Context: an optimization exercise on an open-source flow, tuned for small area, a short achievable clock period and few clock cycles per item. The choices shown serve that exercise and are no tape-out recipe.
Only simulation tests tie the RTL to the original design; equivalence was not proved.

$ cat run.sh
#!/bin/bash
# synth_recipe.tcl (not shown) runs the flow's synth.tcl, then flattens the netlist and writes it again
# the make line also repeats each setting of config.mk as NAME=value (left out here)
make -C /OpenROAD-flow-scripts/flow DESIGN_CONFIG=/design/flow/config.mk WORK_HOME=/design/flow/orfs CLKGATE_MAP_FILE= SYNTH_SCRIPT=/design/flow/synth_recipe.tcl finish
$ cat design.v
module rs_dec (
    input  wire       clk,
    input  wire       rst,           
    input  wire       in_valid,
    output wire       in_ready,
    input  wire [7:0] in_data,
    input  wire [7:0] in_n,          
    input  wire [3:0] in_t,          
    output reg        err_valid,
    output reg  [7:0] err_pos,
    output reg  [7:0] err_val,
    output reg        done,
    output reg  [7:0] bstat
);
    localparam TMAX = 15;
    localparam NSYN = 2 * TMAX;      
    function automatic [7:0] gf_mul(input [7:0] a, input [7:0] b);
        reg [14:0] p;
        integer k;
        begin
            p = 15'd0;
            for (k = 0; k < 8; k = k + 1)
                if (b[k]) p = p ^ ({7'd0, a} << k);
            for (k = 14; k >= 8; k = k - 1)
                if (p[k]) p = p ^ (15'h11d << (k - 8));
            gf_mul = p[7:0];
        end
    endfunction
    function automatic [3:0] gf4_mul(input [3:0] a, input [3:0] b);    
        reg [6:0] p;
        integer k;
        begin
            p = 7'd0;
            for (k = 0; k < 4; k = k + 1)
                if (b[k]) p = p ^ ({3'd0, a} << k);
            for (k = 6; k >= 4; k = k - 1)
                if (p[k]) p = p ^ (7'h13 << (k - 4));
            gf4_mul = p[3:0];
        end
    endfunction
    function automatic [3:0] gf4_inv(input [3:0] a);
        case (a)
        4'd0: gf4_inv = 4'd0;
        4'd1: gf4_inv = 4'd1;
        4'd2: gf4_inv = 4'd9;
        4'd3: gf4_inv = 4'd14;
        4'd4: gf4_inv = 4'd13;
        4'd5: gf4_inv = 4'd11;
        4'd6: gf4_inv = 4'd7;
        4'd7: gf4_inv = 4'd6;
        4'd8: gf4_inv = 4'd15;
        4'd9: gf4_inv = 4'd2;
        4'd10: gf4_inv = 4'd12;
        4'd11: gf4_inv = 4'd5;
        4'd12: gf4_inv = 4'd10;
        4'd13: gf4_inv = 4'd4;
        4'd14: gf4_inv = 4'd3;
        4'd15: gf4_inv = 4'd8;
        endcase
    endfunction
    function automatic [7:0] gf_inv(input [7:0] a);
        reg [7:0] b, c;
        reg [3:0] d, di;
        begin
        b[0] = a[0] ^ a[1] ^ a[2] ^ a[3] ^ a[4] ^ a[6] ^ a[7];
        b[1] = a[2] ^ a[3] ^ a[6] ^ a[7];
        b[2] = a[2] ^ a[4] ^ a[6];
        b[3] = a[3] ^ a[4] ^ a[5] ^ a[6];
        b[4] = a[4] ^ a[7];
        b[5] = a[1] ^ a[3] ^ a[4];
        b[6] = a[2] ^ a[5] ^ a[6];
        b[7] = a[5];
        d  = gf4_mul(gf4_mul(b[7:4], b[7:4]), 4'd8) ^ gf4_mul(b[7:4], b[3:0]) ^ gf4_mul(b[3:0], b[3:0]);
        di = gf4_inv(d);
        c  = {gf4_mul(b[7:4], di), gf4_mul(b[7:4] ^ b[3:0], di)};
        gf_inv[0] = c[0] ^ c[2] ^ c[4] ^ c[5];
        gf_inv[1] = c[1] ^ c[4] ^ c[5] ^ c[6] ^ c[7];
        gf_inv[2] = c[1] ^ c[3] ^ c[4] ^ c[7];
        gf_inv[3] = c[1] ^ c[2] ^ c[4];
        gf_inv[4] = c[2] ^ c[6] ^ c[7];
        gf_inv[5] = c[7];
        gf_inv[6] = c[1] ^ c[3] ^ c[4] ^ c[6];
        gf_inv[7] = c[2] ^ c[4] ^ c[6] ^ c[7];
        end
    endfunction
    function automatic [7:0] gf_inv_lut(input [7:0] a);
      case (a)
        8'h01: gf_inv_lut = 8'h01;
        8'h02: gf_inv_lut = 8'h8e;
        8'h03: gf_inv_lut = 8'hf4;
        8'h04: gf_inv_lut = 8'h47;
        8'h05: gf_inv_lut = 8'ha7;
        8'h06: gf_inv_lut = 8'h7a;
        8'h07: gf_inv_lut = 8'hba;
        8'h08: gf_inv_lut = 8'had;
        8'h09: gf_inv_lut = 8'h9d;
        8'h0a: gf_inv_lut = 8'hdd;
        8'h0b: gf_inv_lut = 8'h98;
        8'h0c: gf_inv_lut = 8'h3d;
        8'h0d: gf_inv_lut = 8'haa;
        8'h0e: gf_inv_lut = 8'h5d;
        8'h0f: gf_inv_lut = 8'h96;
        8'h10: gf_inv_lut = 8'hd8;
        8'h11: gf_inv_lut = 8'h72;
        8'h12: gf_inv_lut = 8'hc0;
        8'h13: gf_inv_lut = 8'h58;
        8'h14: gf_inv_lut = 8'he0;
        8'h15: gf_inv_lut = 8'h3e;
        8'h16: gf_inv_lut = 8'h4c;
        8'h17: gf_inv_lut = 8'h66;
        8'h18: gf_inv_lut = 8'h90;
        8'h19: gf_inv_lut = 8'hde;
        8'h1a: gf_inv_lut = 8'h55;
        8'h1b: gf_inv_lut = 8'h80;
        8'h1c: gf_inv_lut = 8'ha0;
        8'h1d: gf_inv_lut = 8'h83;
        8'h1e: gf_inv_lut = 8'h4b;
        8'h1f: gf_inv_lut = 8'h2a;
        8'h20: gf_inv_lut = 8'h6c;
        8'h21: gf_inv_lut = 8'hed;
        8'h22: gf_inv_lut = 8'h39;
        8'h23: gf_inv_lut = 8'h51;
        8'h24: gf_inv_lut = 8'h60;
        8'h25: gf_inv_lut = 8'h56;
        8'h26: gf_inv_lut = 8'h2c;
        8'h27: gf_inv_lut = 8'h8a;
        8'h28: gf_inv_lut = 8'h70;
        8'h29: gf_inv_lut = 8'hd0;
        8'h2a: gf_inv_lut = 8'h1f;
        8'h2b: gf_inv_lut = 8'h4a;
        8'h2c: gf_inv_lut = 8'h26;
        8'h2d: gf_inv_lut = 8'h8b;
        8'h2e: gf_inv_lut = 8'h33;
        8'h2f: gf_inv_lut = 8'h6e;
        8'h30: gf_inv_lut = 8'h48;
        8'h31: gf_inv_lut = 8'h89;
        8'h32: gf_inv_lut = 8'h6f;
        8'h33: gf_inv_lut = 8'h2e;
        8'h34: gf_inv_lut = 8'ha4;
        8'h35: gf_inv_lut = 8'hc3;
        8'h36: gf_inv_lut = 8'h40;
        8'h37: gf_inv_lut = 8'h5e;
        8'h38: gf_inv_lut = 8'h50;
        8'h39: gf_inv_lut = 8'h22;
        8'h3a: gf_inv_lut = 8'hcf;
        8'h3b: gf_inv_lut = 8'ha9;
        8'h3c: gf_inv_lut = 8'hab;
        8'h3d: gf_inv_lut = 8'h0c;
        8'h3e: gf_inv_lut = 8'h15;
        8'h3f: gf_inv_lut = 8'he1;
        8'h40: gf_inv_lut = 8'h36;
        8'h41: gf_inv_lut = 8'h5f;
        8'h42: gf_inv_lut = 8'hf8;
        8'h43: gf_inv_lut = 8'hd5;
        8'h44: gf_inv_lut = 8'h92;
        8'h45: gf_inv_lut = 8'h4e;
        8'h46: gf_inv_lut = 8'ha6;
        8'h47: gf_inv_lut = 8'h04;
        8'h48: gf_inv_lut = 8'h30;
        8'h49: gf_inv_lut = 8'h88;
        8'h4a: gf_inv_lut = 8'h2b;
        8'h4b: gf_inv_lut = 8'h1e;
        8'h4c: gf_inv_lut = 8'h16;
        8'h4d: gf_inv_lut = 8'h67;
        8'h4e: gf_inv_lut = 8'h45;
        8'h4f: gf_inv_lut = 8'h93;
        8'h50: gf_inv_lut = 8'h38;
        8'h51: gf_inv_lut = 8'h23;
        8'h52: gf_inv_lut = 8'h68;
        8'h53: gf_inv_lut = 8'h8c;
        8'h54: gf_inv_lut = 8'h81;
        8'h55: gf_inv_lut = 8'h1a;
        8'h56: gf_inv_lut = 8'h25;
        8'h57: gf_inv_lut = 8'h61;
        8'h58: gf_inv_lut = 8'h13;
        8'h59: gf_inv_lut = 8'hc1;
        8'h5a: gf_inv_lut = 8'hcb;
        8'h5b: gf_inv_lut = 8'h63;
        8'h5c: gf_inv_lut = 8'h97;
        8'h5d: gf_inv_lut = 8'h0e;
        8'h5e: gf_inv_lut = 8'h37;
        8'h5f: gf_inv_lut = 8'h41;
        8'h60: gf_inv_lut = 8'h24;
        8'h61: gf_inv_lut = 8'h57;
        8'h62: gf_inv_lut = 8'hca;
        8'h63: gf_inv_lut = 8'h5b;
        8'h64: gf_inv_lut = 8'hb9;
        8'h65: gf_inv_lut = 8'hc4;
        8'h66: gf_inv_lut = 8'h17;
        8'h67: gf_inv_lut = 8'h4d;
        8'h68: gf_inv_lut = 8'h52;
        8'h69: gf_inv_lut = 8'h8d;
        8'h6a: gf_inv_lut = 8'hef;
        8'h6b: gf_inv_lut = 8'hb3;
        8'h6c: gf_inv_lut = 8'h20;
        8'h6d: gf_inv_lut = 8'hec;
        8'h6e: gf_inv_lut = 8'h2f;
        8'h6f: gf_inv_lut = 8'h32;
        8'h70: gf_inv_lut = 8'h28;
        8'h71: gf_inv_lut = 8'hd1;
        8'h72: gf_inv_lut = 8'h11;
        8'h73: gf_inv_lut = 8'hd9;
        8'h74: gf_inv_lut = 8'he9;
        8'h75: gf_inv_lut = 8'hfb;
        8'h76: gf_inv_lut = 8'hda;
        8'h77: gf_inv_lut = 8'h79;
        8'h78: gf_inv_lut = 8'hdb;
        8'h79: gf_inv_lut = 8'h77;
        8'h7a: gf_inv_lut = 8'h06;
        8'h7b: gf_inv_lut = 8'hbb;
        8'h7c: gf_inv_lut = 8'h84;
        8'h7d: gf_inv_lut = 8'hcd;
        8'h7e: gf_inv_lut = 8'hfe;
        8'h7f: gf_inv_lut = 8'hfc;
        8'h80: gf_inv_lut = 8'h1b;
        8'h81: gf_inv_lut = 8'h54;
        8'h82: gf_inv_lut = 8'ha1;
        8'h83: gf_inv_lut = 8'h1d;
        8'h84: gf_inv_lut = 8'h7c;
        8'h85: gf_inv_lut = 8'hcc;
        8'h86: gf_inv_lut = 8'he4;
        8'h87: gf_inv_lut = 8'hb0;
        8'h88: gf_inv_lut = 8'h49;
        8'h89: gf_inv_lut = 8'h31;
        8'h8a: gf_inv_lut = 8'h27;
        8'h8b: gf_inv_lut = 8'h2d;
        8'h8c: gf_inv_lut = 8'h53;
        8'h8d: gf_inv_lut = 8'h69;
        8'h8e: gf_inv_lut = 8'h02;
        8'h8f: gf_inv_lut = 8'hf5;
        8'h90: gf_inv_lut = 8'h18;
        8'h91: gf_inv_lut = 8'hdf;
        8'h92: gf_inv_lut = 8'h44;
        8'h93: gf_inv_lut = 8'h4f;
        8'h94: gf_inv_lut = 8'h9b;
        8'h95: gf_inv_lut = 8'hbc;
        8'h96: gf_inv_lut = 8'h0f;
        8'h97: gf_inv_lut = 8'h5c;
        8'h98: gf_inv_lut = 8'h0b;
        8'h99: gf_inv_lut = 8'hdc;
        8'h9a: gf_inv_lut = 8'hbd;
        8'h9b: gf_inv_lut = 8'h94;
        8'h9c: gf_inv_lut = 8'hac;
        8'h9d: gf_inv_lut = 8'h09;
        8'h9e: gf_inv_lut = 8'hc7;
        8'h9f: gf_inv_lut = 8'ha2;
        8'ha0: gf_inv_lut = 8'h1c;
        8'ha1: gf_inv_lut = 8'h82;
        8'ha2: gf_inv_lut = 8'h9f;
        8'ha3: gf_inv_lut = 8'hc6;
        8'ha4: gf_inv_lut = 8'h34;
        8'ha5: gf_inv_lut = 8'hc2;
        8'ha6: gf_inv_lut = 8'h46;
        8'ha7: gf_inv_lut = 8'h05;
        8'ha8: gf_inv_lut = 8'hce;
        8'ha9: gf_inv_lut = 8'h3b;
        8'haa: gf_inv_lut = 8'h0d;
        8'hab: gf_inv_lut = 8'h3c;
        8'hac: gf_inv_lut = 8'h9c;
        8'had: gf_inv_lut = 8'h08;
        8'hae: gf_inv_lut = 8'hbe;
        8'haf: gf_inv_lut = 8'hb7;
        8'hb0: gf_inv_lut = 8'h87;
        8'hb1: gf_inv_lut = 8'he5;
        8'hb2: gf_inv_lut = 8'hee;
        8'hb3: gf_inv_lut = 8'h6b;
        8'hb4: gf_inv_lut = 8'heb;
        8'hb5: gf_inv_lut = 8'hf2;
        8'hb6: gf_inv_lut = 8'hbf;
        8'hb7: gf_inv_lut = 8'haf;
        8'hb8: gf_inv_lut = 8'hc5;
        8'hb9: gf_inv_lut = 8'h64;
        8'hba: gf_inv_lut = 8'h07;
        8'hbb: gf_inv_lut = 8'h7b;
        8'hbc: gf_inv_lut = 8'h95;
        8'hbd: gf_inv_lut = 8'h9a;
        8'hbe: gf_inv_lut = 8'hae;
        8'hbf: gf_inv_lut = 8'hb6;
        8'hc0: gf_inv_lut = 8'h12;
        8'hc1: gf_inv_lut = 8'h59;
        8'hc2: gf_inv_lut = 8'ha5;
        8'hc3: gf_inv_lut = 8'h35;
        8'hc4: gf_inv_lut = 8'h65;
        8'hc5: gf_inv_lut = 8'hb8;
        8'hc6: gf_inv_lut = 8'ha3;
        8'hc7: gf_inv_lut = 8'h9e;
        8'hc8: gf_inv_lut = 8'hd2;
        8'hc9: gf_inv_lut = 8'hf7;
        8'hca: gf_inv_lut = 8'h62;
        8'hcb: gf_inv_lut = 8'h5a;
        8'hcc: gf_inv_lut = 8'h85;
        8'hcd: gf_inv_lut = 8'h7d;
        8'hce: gf_inv_lut = 8'ha8;
        8'hcf: gf_inv_lut = 8'h3a;
        8'hd0: gf_inv_lut = 8'h29;
        8'hd1: gf_inv_lut = 8'h71;
        8'hd2: gf_inv_lut = 8'hc8;
        8'hd3: gf_inv_lut = 8'hf6;
        8'hd4: gf_inv_lut = 8'hf9;
        8'hd5: gf_inv_lut = 8'h43;
        8'hd6: gf_inv_lut = 8'hd7;
        8'hd7: gf_inv_lut = 8'hd6;
        8'hd8: gf_inv_lut = 8'h10;
        8'hd9: gf_inv_lut = 8'h73;
        8'hda: gf_inv_lut = 8'h76;
        8'hdb: gf_inv_lut = 8'h78;
        8'hdc: gf_inv_lut = 8'h99;
        8'hdd: gf_inv_lut = 8'h0a;
        8'hde: gf_inv_lut = 8'h19;
        8'hdf: gf_inv_lut = 8'h91;
        8'he0: gf_inv_lut = 8'h14;
        8'he1: gf_inv_lut = 8'h3f;
        8'he2: gf_inv_lut = 8'he6;
        8'he3: gf_inv_lut = 8'hf0;
        8'he4: gf_inv_lut = 8'h86;
        8'he5: gf_inv_lut = 8'hb1;
        8'he6: gf_inv_lut = 8'he2;
        8'he7: gf_inv_lut = 8'hf1;
        8'he8: gf_inv_lut = 8'hfa;
        8'he9: gf_inv_lut = 8'h74;
        8'hea: gf_inv_lut = 8'hf3;
        8'heb: gf_inv_lut = 8'hb4;
        8'hec: gf_inv_lut = 8'h6d;
        8'hed: gf_inv_lut = 8'h21;
        8'hee: gf_inv_lut = 8'hb2;
        8'hef: gf_inv_lut = 8'h6a;
        8'hf0: gf_inv_lut = 8'he3;
        8'hf1: gf_inv_lut = 8'he7;
        8'hf2: gf_inv_lut = 8'hb5;
        8'hf3: gf_inv_lut = 8'hea;
        8'hf4: gf_inv_lut = 8'h03;
        8'hf5: gf_inv_lut = 8'h8f;
        8'hf6: gf_inv_lut = 8'hd3;
        8'hf7: gf_inv_lut = 8'hc9;
        8'hf8: gf_inv_lut = 8'h42;
        8'hf9: gf_inv_lut = 8'hd4;
        8'hfa: gf_inv_lut = 8'he8;
        8'hfb: gf_inv_lut = 8'h75;
        8'hfc: gf_inv_lut = 8'h7f;
        8'hfd: gf_inv_lut = 8'hff;
        8'hfe: gf_inv_lut = 8'h7e;
        8'hff: gf_inv_lut = 8'hfd;
        default: gf_inv_lut = 8'h00;
      endcase
    endfunction
    function automatic [7:0] gf_apow(input integer e);
      case (e)
        0: gf_apow = 8'h01;
        1: gf_apow = 8'h02;
        2: gf_apow = 8'h04;
        3: gf_apow = 8'h08;
        4: gf_apow = 8'h10;
        5: gf_apow = 8'h20;
        6: gf_apow = 8'h40;
        7: gf_apow = 8'h80;
        8: gf_apow = 8'h1d;
        9: gf_apow = 8'h3a;
        10: gf_apow = 8'h74;
        11: gf_apow = 8'he8;
        12: gf_apow = 8'hcd;
        13: gf_apow = 8'h87;
        14: gf_apow = 8'h13;
        15: gf_apow = 8'h26;
        16: gf_apow = 8'h4c;
        17: gf_apow = 8'h98;
        18: gf_apow = 8'h2d;
        19: gf_apow = 8'h5a;
        20: gf_apow = 8'hb4;
        21: gf_apow = 8'h75;
        22: gf_apow = 8'hea;
        23: gf_apow = 8'hc9;
        24: gf_apow = 8'h8f;
        25: gf_apow = 8'h03;
        26: gf_apow = 8'h06;
        27: gf_apow = 8'h0c;
        28: gf_apow = 8'h18;
        29: gf_apow = 8'h30;
        30: gf_apow = 8'h60;
        31: gf_apow = 8'hc0;
        32: gf_apow = 8'h9d;
        33: gf_apow = 8'h27;
        34: gf_apow = 8'h4e;
        35: gf_apow = 8'h9c;
        36: gf_apow = 8'h25;
        37: gf_apow = 8'h4a;
        38: gf_apow = 8'h94;
        39: gf_apow = 8'h35;
        40: gf_apow = 8'h6a;
        41: gf_apow = 8'hd4;
        42: gf_apow = 8'hb5;
        43: gf_apow = 8'h77;
        44: gf_apow = 8'hee;
        45: gf_apow = 8'hc1;
        46: gf_apow = 8'h9f;
        47: gf_apow = 8'h23;
        48: gf_apow = 8'h46;
        49: gf_apow = 8'h8c;
        50: gf_apow = 8'h05;
        51: gf_apow = 8'h0a;
        52: gf_apow = 8'h14;
        53: gf_apow = 8'h28;
        54: gf_apow = 8'h50;
        55: gf_apow = 8'ha0;
        56: gf_apow = 8'h5d;
        57: gf_apow = 8'hba;
        58: gf_apow = 8'h69;
        59: gf_apow = 8'hd2;
        60: gf_apow = 8'hb9;
        61: gf_apow = 8'h6f;
        62: gf_apow = 8'hde;
        63: gf_apow = 8'ha1;
        64: gf_apow = 8'h5f;
        65: gf_apow = 8'hbe;
        66: gf_apow = 8'h61;
        67: gf_apow = 8'hc2;
        68: gf_apow = 8'h99;
        69: gf_apow = 8'h2f;
        70: gf_apow = 8'h5e;
        71: gf_apow = 8'hbc;
        72: gf_apow = 8'h65;
        73: gf_apow = 8'hca;
        74: gf_apow = 8'h89;
        75: gf_apow = 8'h0f;
        76: gf_apow = 8'h1e;
        77: gf_apow = 8'h3c;
        78: gf_apow = 8'h78;
        79: gf_apow = 8'hf0;
        80: gf_apow = 8'hfd;
        81: gf_apow = 8'he7;
        82: gf_apow = 8'hd3;
        83: gf_apow = 8'hbb;
        84: gf_apow = 8'h6b;
        85: gf_apow = 8'hd6;
        86: gf_apow = 8'hb1;
        87: gf_apow = 8'h7f;
        88: gf_apow = 8'hfe;
        89: gf_apow = 8'he1;
        90: gf_apow = 8'hdf;
        91: gf_apow = 8'ha3;
        92: gf_apow = 8'h5b;
        93: gf_apow = 8'hb6;
        94: gf_apow = 8'h71;
        95: gf_apow = 8'he2;
        96: gf_apow = 8'hd9;
        97: gf_apow = 8'haf;
        98: gf_apow = 8'h43;
        99: gf_apow = 8'h86;
        100: gf_apow = 8'h11;
        101: gf_apow = 8'h22;
        102: gf_apow = 8'h44;
        103: gf_apow = 8'h88;
        104: gf_apow = 8'h0d;
        105: gf_apow = 8'h1a;
        106: gf_apow = 8'h34;
        107: gf_apow = 8'h68;
        108: gf_apow = 8'hd0;
        109: gf_apow = 8'hbd;
        110: gf_apow = 8'h67;
        111: gf_apow = 8'hce;
        112: gf_apow = 8'h81;
        113: gf_apow = 8'h1f;
        114: gf_apow = 8'h3e;
        115: gf_apow = 8'h7c;
        116: gf_apow = 8'hf8;
        117: gf_apow = 8'hed;
        118: gf_apow = 8'hc7;
        119: gf_apow = 8'h93;
        120: gf_apow = 8'h3b;
        121: gf_apow = 8'h76;
        122: gf_apow = 8'hec;
        123: gf_apow = 8'hc5;
        124: gf_apow = 8'h97;
        125: gf_apow = 8'h33;
        126: gf_apow = 8'h66;
        127: gf_apow = 8'hcc;
        128: gf_apow = 8'h85;
        129: gf_apow = 8'h17;
        130: gf_apow = 8'h2e;
        131: gf_apow = 8'h5c;
        132: gf_apow = 8'hb8;
        133: gf_apow = 8'h6d;
        134: gf_apow = 8'hda;
        135: gf_apow = 8'ha9;
        136: gf_apow = 8'h4f;
        137: gf_apow = 8'h9e;
        138: gf_apow = 8'h21;
        139: gf_apow = 8'h42;
        140: gf_apow = 8'h84;
        141: gf_apow = 8'h15;
        142: gf_apow = 8'h2a;
        143: gf_apow = 8'h54;
        144: gf_apow = 8'ha8;
        145: gf_apow = 8'h4d;
        146: gf_apow = 8'h9a;
        147: gf_apow = 8'h29;
        148: gf_apow = 8'h52;
        149: gf_apow = 8'ha4;
        150: gf_apow = 8'h55;
        151: gf_apow = 8'haa;
        152: gf_apow = 8'h49;
        153: gf_apow = 8'h92;
        154: gf_apow = 8'h39;
        155: gf_apow = 8'h72;
        156: gf_apow = 8'he4;
        157: gf_apow = 8'hd5;
        158: gf_apow = 8'hb7;
        159: gf_apow = 8'h73;
        160: gf_apow = 8'he6;
        161: gf_apow = 8'hd1;
        162: gf_apow = 8'hbf;
        163: gf_apow = 8'h63;
        164: gf_apow = 8'hc6;
        165: gf_apow = 8'h91;
        166: gf_apow = 8'h3f;
        167: gf_apow = 8'h7e;
        168: gf_apow = 8'hfc;
        169: gf_apow = 8'he5;
        170: gf_apow = 8'hd7;
        171: gf_apow = 8'hb3;
        172: gf_apow = 8'h7b;
        173: gf_apow = 8'hf6;
        174: gf_apow = 8'hf1;
        175: gf_apow = 8'hff;
        176: gf_apow = 8'he3;
        177: gf_apow = 8'hdb;
        178: gf_apow = 8'hab;
        179: gf_apow = 8'h4b;
        180: gf_apow = 8'h96;
        181: gf_apow = 8'h31;
        182: gf_apow = 8'h62;
        183: gf_apow = 8'hc4;
        184: gf_apow = 8'h95;
        185: gf_apow = 8'h37;
        186: gf_apow = 8'h6e;
        187: gf_apow = 8'hdc;
        188: gf_apow = 8'ha5;
        189: gf_apow = 8'h57;
        190: gf_apow = 8'hae;
        191: gf_apow = 8'h41;
        192: gf_apow = 8'h82;
        193: gf_apow = 8'h19;
        194: gf_apow = 8'h32;
        195: gf_apow = 8'h64;
        196: gf_apow = 8'hc8;
        197: gf_apow = 8'h8d;
        198: gf_apow = 8'h07;
        199: gf_apow = 8'h0e;
        200: gf_apow = 8'h1c;
        201: gf_apow = 8'h38;
        202: gf_apow = 8'h70;
        203: gf_apow = 8'he0;
        204: gf_apow = 8'hdd;
        205: gf_apow = 8'ha7;
        206: gf_apow = 8'h53;
        207: gf_apow = 8'ha6;
        208: gf_apow = 8'h51;
        209: gf_apow = 8'ha2;
        210: gf_apow = 8'h59;
        211: gf_apow = 8'hb2;
        212: gf_apow = 8'h79;
        213: gf_apow = 8'hf2;
        214: gf_apow = 8'hf9;
        215: gf_apow = 8'hef;
        216: gf_apow = 8'hc3;
        217: gf_apow = 8'h9b;
        218: gf_apow = 8'h2b;
        219: gf_apow = 8'h56;
        220: gf_apow = 8'hac;
        221: gf_apow = 8'h45;
        222: gf_apow = 8'h8a;
        223: gf_apow = 8'h09;
        224: gf_apow = 8'h12;
        225: gf_apow = 8'h24;
        226: gf_apow = 8'h48;
        227: gf_apow = 8'h90;
        228: gf_apow = 8'h3d;
        229: gf_apow = 8'h7a;
        230: gf_apow = 8'hf4;
        231: gf_apow = 8'hf5;
        232: gf_apow = 8'hf7;
        233: gf_apow = 8'hf3;
        234: gf_apow = 8'hfb;
        235: gf_apow = 8'heb;
        236: gf_apow = 8'hcb;
        237: gf_apow = 8'h8b;
        238: gf_apow = 8'h0b;
        239: gf_apow = 8'h16;
        240: gf_apow = 8'h2c;
        241: gf_apow = 8'h58;
        242: gf_apow = 8'hb0;
        243: gf_apow = 8'h7d;
        244: gf_apow = 8'hfa;
        245: gf_apow = 8'he9;
        246: gf_apow = 8'hcf;
        247: gf_apow = 8'h83;
        248: gf_apow = 8'h1b;
        249: gf_apow = 8'h36;
        250: gf_apow = 8'h6c;
        251: gf_apow = 8'hd8;
        252: gf_apow = 8'had;
        253: gf_apow = 8'h47;
        254: gf_apow = 8'h8e;
        default: gf_apow = 8'h01;
      endcase
    endfunction
    integer i;
    localparam K_FIX   = 2'd0;
    localparam K_CLEAN = 2'd1;
    localparam K_FAIL  = 2'd2;
    reg        in_ready_r;
    reg  [7:0] cin;                  
    assign in_ready = in_ready_r;
    wire take    = in_valid && in_ready_r;
    wire first   = (cin == 8'd1);
    wire last_in = (cin == in_n);
    always @(posedge clk) begin
        if (take) cin <= last_in ? 8'd1 : cin + 8'd1;
        if (rst) cin <= 8'd1;
    end
    reg [7:0] T [0:NSYN-1];
    reg       s1_full;
    reg [7:0] n1;
    reg [3:0] t1;
    localparam S2_IDLE = 3'd0;
    localparam S2_A    = 3'd2;       
    localparam S2_B    = 3'd3;       
    localparam S2_C    = 3'd7;       
    localparam S2_OM   = 3'd5;       
    localparam S2_DONE = 3'd6;
    reg [2:0] s2;
    reg [7:0] R    [0:NSYN-1];       
    reg [7:0] lam  [1:TMAX];         
    reg [7:0] bx   [1:TMAX];         
    reg [7:0] omg  [0:TMAX-1];       
    reg [7:0] dlt;                   
    reg [4:0] len;                   
    reg [4:0] rc;                    
    reg [3:0] oc;                    
    reg [TMAX:1] msk;                
    reg       opbc;                  
    reg [7:0] n2;                    
    reg       rzero;                 
    reg [7:0] ne;                    
    reg [3:0] t2;
    reg [1:0] k2;
    wire [4:0] twot2 = {t2, 1'b0};
    reg        rfull;                
    wire       xfer  = s1_full && !rfull;
    reg [7:0] rtap;
    always @(*) begin
        rtap = R[NSYN-1];
        for (i = 1; i < NSYN; i = i + 2)
            if (twot2 == i + 1) rtap = R[i];
    end
    wire [4:0] twot1 = {t1, 1'b0};
    reg tzero;
    always @(*) begin
        tzero = 1'b1;
        for (i = 0; i < NSYN; i = i + 1)
            if (i < twot1 && T[i] != 8'd0) tzero = 1'b0;
    end
    wire start;
    reg [7:0] ma, mb;
    reg [7:0] prod [1:TMAX];
    reg [7:0] dsum;
    always @(*) begin
        dsum = R[0];                 
        for (i = 1; i <= TMAX; i = i + 1) begin
            ma = opbc ? dlt : (msk[i] ? lam[i] : 8'd0);
            mb = opbc ? bx[i] : R[i];
            prod[i] = gf_mul(ma, mb);
            dsum = dsum ^ prod[i];
        end
    end
    wire       grow  = (dlt != 8'd0) && ({len, 1'b0} <= {1'b0, rc});
    reg [7:0] cc [1:TMAX];           
    reg [7:0] ww [0:TMAX-1];         
    reg       act3;
    reg [7:0] pos3;
    reg [4:0] L3;
    reg [1:0] k3;
    wire last3   = (pos3 == 8'd0);
    wire s3_free = !act3 || last3;
    wire hand    = (s2 == S2_DONE) && s3_free;
    assign start = rfull && ((s2 == S2_IDLE) || hand);
    reg [7:0] csum, osum, wsum;
    always @(*) begin
        csum = 8'd1;
        osum = 8'd0;
        wsum = 8'd0;
        for (i = 1; i <= TMAX; i = i + 1) begin
            csum = csum ^ cc[i];
            if (i % 2 == 1) osum = osum ^ cc[i];
        end
        for (i = 0; i < TMAX; i = i + 1)
            wsum = wsum ^ ww[i];
    end
    wire root = (k3 == K_FIX) && (csum == 8'd0);
    wire       e1_act  = act3;
    wire       e1_last = last3;
    wire       e1_root = act3 && root;
    reg       e2_act, e2_last, e2_root;
    reg [7:0] e2_pos, e2_inv, e2_ws, e2_stat;
    reg [4:0] nroot;
    reg       bad;
    wire [4:0] nr_tot  = nroot + {4'd0, e1_root};
    wire       bad_tot = bad || (e1_root && (osum == 8'd0 || wsum == 8'd0));
    wire s1_full_n = (take && last_in) ? 1'b1 : (xfer ? 1'b0 : s1_full);
    wire rrel      = (start && rzero) ||
                     (s2 == S2_OM && (len > {1'b0, t2} || {1'b0, oc} == len - 5'd1));
    wire rfree_n   = (!rfull && !xfer) || rrel;
    always @(posedge clk) begin
        in_ready_r <= !s1_full_n || rfree_n;
        s1_full    <= s1_full_n;
        rfull      <= !rfree_n;
        if (rst) begin
            in_ready_r <= 1'b1;
            s1_full    <= 1'b0;
            rfull      <= 1'b0;
        end
    end
    always @(posedge clk) begin
        if (take) begin
            for (i = 0; i < NSYN; i = i + 1)
                T[i] <= (first ? 8'd0 : gf_mul(T[i], gf_apow((255 - i) % 255))) ^ in_data;
            if (last_in) begin
                n1 <= in_n;
                t1 <= in_t;
            end
        end
    end
    always @(posedge clk) begin
        if (xfer) begin
            R[0] <= T[0];
            for (i = 1; i < NSYN; i = i + 1)
                R[i] <= T[NSYN-i];
            n2    <= n1;
            t2    <= t1;
            rzero <= tzero;
        end
        opbc <= 1'b0;
        case (s2)
        S2_A: begin
            dlt  <= dsum;
            s2   <= S2_B;
            opbc <= 1'b1;
        end
        S2_B: begin
            for (i = 1; i <= TMAX; i = i + 1)
                lam[i] <= lam[i] ^ prod[i];
            bx[1] <= grow ? 8'd1 : 8'd0;
            for (i = 2; i <= TMAX; i = i + 1)
                bx[i] <= grow ? lam[i-1] : bx[i-1];
            if (grow) begin
                len  <= rc + 5'd1 - len;
                dlt  <= gf_inv(dlt);
            end
            for (i = 1; i < NSYN; i = i + 1)
                R[i] <= R[i-1];
            rc <= rc + 5'd1;
            if (rc == twot2 - 5'd1) begin
                R[0] <= rtap;
                oc   <= 4'd0;
                msk  <= {TMAX{1'b0}};
                s2   <= S2_OM;
            end else begin
                R[0] <= R[NSYN-1];
                s2   <= grow ? S2_C : S2_A;
                opbc <= grow;
            end
        end
        S2_C: begin
            for (i = 1; i <= TMAX; i = i + 1)
                bx[i] <= prod[i];
            s2 <= S2_A;
        end
        S2_OM: begin
            omg[oc] <= dsum;
            R[0] <= rtap;
            for (i = 1; i < NSYN; i = i + 1)
                R[i] <= R[i-1];
            oc  <= oc + 4'd1;
            msk <= {msk[TMAX-1:1], 1'b1};
            if (len > {1'b0, t2}) begin
                k2 <= K_FAIL;
                s2 <= S2_DONE;
            end else if ({1'b0, oc} == len - 5'd1) begin
                s2 <= S2_DONE;
            end
        end
        S2_DONE: if (hand) s2 <= S2_IDLE;
        default: s2 <= S2_IDLE;
        endcase
        if (start) begin
            ne <= n2;
            for (i = 1; i <= TMAX; i = i + 1) begin
                lam[i] <= 8'd0;
                bx[i]  <= (i == 1) ? 8'd1 : 8'd0;
            end
            for (i = 0; i < TMAX; i = i + 1)
                omg[i] <= 8'd0;
            len <= 5'd0;
            rc  <= 5'd0;
            msk <= {TMAX{1'b1}};
            if (rzero) begin
                k2 <= K_CLEAN;
                s2 <= S2_DONE;
            end else begin
                k2 <= K_FIX;
                s2 <= S2_A;
            end
        end
        if (rst) begin
            s2   <= S2_IDLE;
            opbc <= 1'b0;
        end
    end
    always @(posedge clk) begin
        for (i = 1; i <= TMAX; i = i + 1)
            cc[i] <= gf_mul(cc[i], gf_apow(i));
        for (i = 0; i < TMAX; i = i + 1)
            ww[i] <= gf_mul(ww[i], gf_apow(i));
        pos3 <= pos3 - 8'd1;
        if (last3) act3 <= 1'b0;
        if (hand) begin
            for (i = 1; i <= TMAX; i = i + 1)
                cc[i] <= lam[i];
            for (i = 0; i < TMAX; i = i + 1)
                ww[i] <= omg[i];
            pos3 <= (k2 == K_FIX) ? ne - 8'd1 : 8'd0;
            L3   <= len;
            k3   <= k2;
            act3 <= 1'b1;
        end
        if (rst) act3 <= 1'b0;
    end
    always @(posedge clk) begin
        if (e1_act) begin
            nroot <= e1_last ? 5'd0 : nr_tot;
            bad   <= e1_last ? 1'b0 : bad_tot;
        end
        e2_act  <= e1_act;
        e2_last <= e1_last;
        e2_root <= e1_root;
        e2_pos  <= pos3;
        e2_inv  <= gf_inv_lut(osum);
        e2_ws   <= wsum;
        e2_stat <= (k3 == K_CLEAN) ? 8'h01 :
                   (k3 == K_FAIL || bad_tot || nr_tot != L3) ? 8'h06 :
                   {L3, 3'b011};
        err_valid <= e2_act && e2_root;
        err_pos   <= e2_pos;
        err_val   <= gf_mul(e2_inv, e2_ws);
        done      <= e2_act && e2_last;
        bstat     <= e2_stat;
        if (rst) begin
            e2_act    <= 1'b0;
            nroot     <= 5'd0;
            bad       <= 1'b0;
            err_valid <= 1'b0;
            done      <= 1'b0;
        end
    end
endmodule
$ cat config.mk
export PLATFORM = sky130hd
export DESIGN_NAME = rs_dec
export DESIGN_NICKNAME = rs_dec
export VERILOG_FILES = /design/flow/design.v
export SDC_FILE = /design/flow/constraint.sdc
export NUM_CORES = 4
export LEC_CHECK = 0
export CAP_MARGIN = 20
export CORE_MARGIN = 2
export CORE_UTILIZATION = 30
export CTS_BUF_LIST = sky130_fd_sc_hd__clkbuf_4 sky130_fd_sc_hd__clkbuf_8
export SETUP_SLACK_MARGIN = 5
export SLEW_MARGIN = 20
$ cat constraint.sdc
create_clock -name core_clock -period 10.0 [get_ports {clk}]
set_input_delay 2.0000 -clock core_clock [delete_from_list [all_inputs] [get_ports {clk}]]
set_output_delay 2.0000 -clock core_clock [all_outputs]
set_load 0.01 [all_outputs]
==> summary.txt <==
Die
  • Initial Utilization: 30.2%
  • CORE AREA: 0.300 sq mm
  • Top Ports: 50
  • DIE HEIGHT: about 550 um
  • Die width: ~550 um
  • Num rows: around 200
  • Die area: 0.307 sq mm

STA
  • Fmax: 0.197 GHz
  • Setup TNS: 0 ps
  • Slew margin rel.: 25.9%
  • Least-Margin Pin Slew: 1110 ps
  • Crit path time final: 5080 ps
  • Setup violations, final: 0
  • Final worst path period share: 50.8%
  • Unrepaired setup endpoints after global routing: yes
  • Final hold violations: 0
  • Pins Over Slew Limit: 0
  • Worst clock skew: 128 ps

Placement
  • Placed instance count: roughly 14000
  • Hpwl dp: 217 mm
  • GP Congestion: 0.987
  • PortBufs: 49

Synth
  • Ys async rst share: 0%
  • Commonest cells in the netlist: 1816 x xnor2_1, 1157 x nor2_1, 1005 x a21oi_1
  • Netlist cell types: 102
  • Synthesis Warnings: 8
  • Post-synthesis sequential area ratio: 33.7%
  • Synth top area share: a little under a fifth
  • Mapped Cells: about 10000
  • Flop and latch count out of synthesis: 1250
  • Syn Area/Cell: just over 9 sq um
  • Cell Area, Synth: 0.0907 sq mm
  • Largest area contributor in the netlist: edfxtp_1
  • Synth Net Count: 10200
  • Top-count cell post-synth: xnor2_1
  • Post-synth EDFFs: approximately 550
  • Most used DFF post-synth: dfxtp_1
  • Synth top area cells: edfxtp_1 18%, xnor2_1 18%, dfxtp_1 15%

GRT
  • Largest net degree at the start of global routing: 194
  • Initial antenna violation count: 14
  • Total GRT Usage: 20.1%
  • Grt total ovfl: 0
  • First-pass GRT wire length: about 470 mm
  • Vias in the first global route: 69500

Setup path
  • Crit-path max FO: 17
  • CP cell instances: buf_4 -> buf_12 -> bufbuf_16 -> and2b_2 -> a21oi_1 -> nor2_1 -> xnor2_1 -> xnor2_1 -> xnor2_1 -> xnor2_1 -> xnor2_1 -> xor2_1 -> xnor2_1 -> xnor2_1 -> xnor2_2 -> buf_4 -> mux2i_1
  • Setup CP Type: reg -> reg
  • Crit-path slowest cell: xnor2_1
  • Buf+Inv Stages, Crit Path: 4
  • Largest stage delay on the critical path: approximately 690 ps
  • Arr. time, crit path: ~5700 ps
  • Most used cell, CP: xnor2_1
  • Largest delay share family, worst path: XOR/XNOR gates
  • R2r setup slk: 4920 ps
  • Setup crit end kind: flip-flop
  • Worst setup SP type: flip-flop
  • Critical path required time: 10640 ps

Finish
  • Area taken by multi-input logic gates: around 0.059 sq mm
  • Final cell count without fillers: roughly 14000
  • Final core occ: 34.7%
  • Area growth syn-to-layout: 14.9%
  • Fill cells: 30700
  • Share of cells above drive strength 1: 15.2%
  • Register Area: roughly 0.031 sq mm
  • Fin nets: 10200

Routing
  • Via count: 74800
  • DR vias/cell: 5.28
  • TritonRoute pass-1 iters: 6
  • Routed WL: 326 mm
  • WL per Instance: around 23 um
  • Final ANT Viol Nets: 0
  • DRC viols: 0
  • Initial DRC Count: approximately 9500

Clock tree
  • TritonCTS clock tree: yes
  • Clock slew at reported path FFs: 60 ps
  • Cts bufs inserted: between 200 and 250
  • Root Driver: clkbuf_8
  • Post-CTS Hold Buffers: 0
  • Clock tree buffer depth: 4
  • Clock Sinks: 1250
  • CTS HTree Levels: 4
  • Worst-skew pair later-pin latency: 1020 ps

Flow run
  • Max Cap Viol: 0

Hold path
  • Worst hold path type: reg -> reg

Status
  • Outcome: complete, no violations
per-layer routing:
metal / vias up / part of all wire [%] / global-route usage [%]
li1: 34200 / - / -
met1: 35900 / 43 / 28.1
met2: 3827 / 42 / 29.7
met3: 750 / 11 / 4.89
met4: 4 / 4.4 / 7.41
met5: - / 0.010 / 0
cells in the final DEF (no fill, tap or decap), types with 25 or more instances in the layout:
master and count:
xnor2_1 1729, clkinv_1 25, clkbuf_4 64, nand3_1 209, edfxtp_1 554, nor2_1 1153, nand3b_1 105, clkinv_2 36
ha_1 130, a211oi_1 192, clkdlybuf4s50_1 41, mux2_2 332, xnor2_2 109, xor2_2 28, mux2i_1 89, buf_4 284
clkbuf_8 233, nand2_1 756, nand4_1 45, o21ai_0 379, a21oi_2 40, dfxtp_1 688, a21oi_1 965, nor3_1 48
xnor3_2 36, buf_12 29, mux2i_4 67, inv_1 207, xor2_1 672, o211ai_1 51, mux2i_2 34, nor4_1 28
xnor3_1 79, or3_1 87, and2_1 29
timing repair:
item                       CTS  global route
setup endpoints to repair  160           208
setup buffers              115           104
resized for setup          316           197
pin swaps                   51            57
gates cloned                17             9
path summary, 6_finish.rpt:
| kind | cells after the start | endpoint | startpoint |
|---|---|---|---|
| setup / recovery | 17 | dlt[7] | opbc |
| hold / removal | 0 | err_pos[4] | e2_pos[4] |
| setup reg to reg | 17 | dlt[7] | opbc |
| hold reg to reg | 0 | err_pos[4] | e2_pos[4] |
cell type report:
type	instances	area share, %
multi-input cells	7929	56.7
flip-flops and latches	1250	29.4
well taps	3958	4.76
repair buffers	409	4.10
clock buffers	296	3.53
inverters	219	0.812
clock inverters	81	0.664
diodes	6	0.0144
worst reg2reg max path, delay by kind of cell (launching register included):
family	cells	cell delay (ps)
flops	1	410
simple gates	2	430
buf+inv	4	990
xor+xnor	9	2270
compound gates	1	470
mux	1	180
per-stage QoR:
stage                     hold slack, ps  setup slack, ps  instance area, sq um
after floorplan                      310             5050                 90700
after global placement               312             3400                 94400
after detailed placement             312             3360                 94400
after CTS                            324             5000                102000
after global routing                 334             4790                104000
final                                323             4920                104000
state kept, by name, indices dropped and copies added, names as in the netlist, 15 cells and up:
signal and count:
T 240, R 240, msk 15, ww 120
cc 120, bx 120, omg 120, lam 120
kinds of logic after synthesis:
logic type | share of synthesized area (%)
AND/OR/NAND/NOR | 12.8
AO/OA/AOI/OAI | 12.5
multiplexers | 6.61
adder cells (fa/ha/maj) | 1.94
XOR/XNOR | 28.4
flip-flops | 33.7
buffers and inverters | 4.10
Testbench counts, summed over its fixed seeds: cycles 38,253, blocks 384.

[re-timing with driven ports]
How much do the figures lean on ideal ports? The routed layout below was timed once more, with nothing changed but the port constraints. Step 1 (the two cells are an assumption about what drives the block):
set clk [get_ports {clk}]
set_driving_cell -lib_cell sky130_fd_sc_hd__clkbuf_16 $clk
set_driving_cell -lib_cell sky130_fd_sc_hd__buf_2 [delete_from_list [all_inputs] $clk]
Step 2 also shifts input and output timing later by t, the mid clock arrival at the registers, as if the neighbouring blocks saw the same clock. Slacks: ideal / step 1 / step 2; pairs: ideal / step 1.
t (ns): 1.037
slack for setup (ns): 4.924 / 4.924 / 4.562
worst register clock-pin slew, ns: 0.09 / 0.09
After both steps setup and hold are still met in this run. For this run, drivers alone change the setup slack by 0.000 ns; drivers and shift together by -0.362 ns.
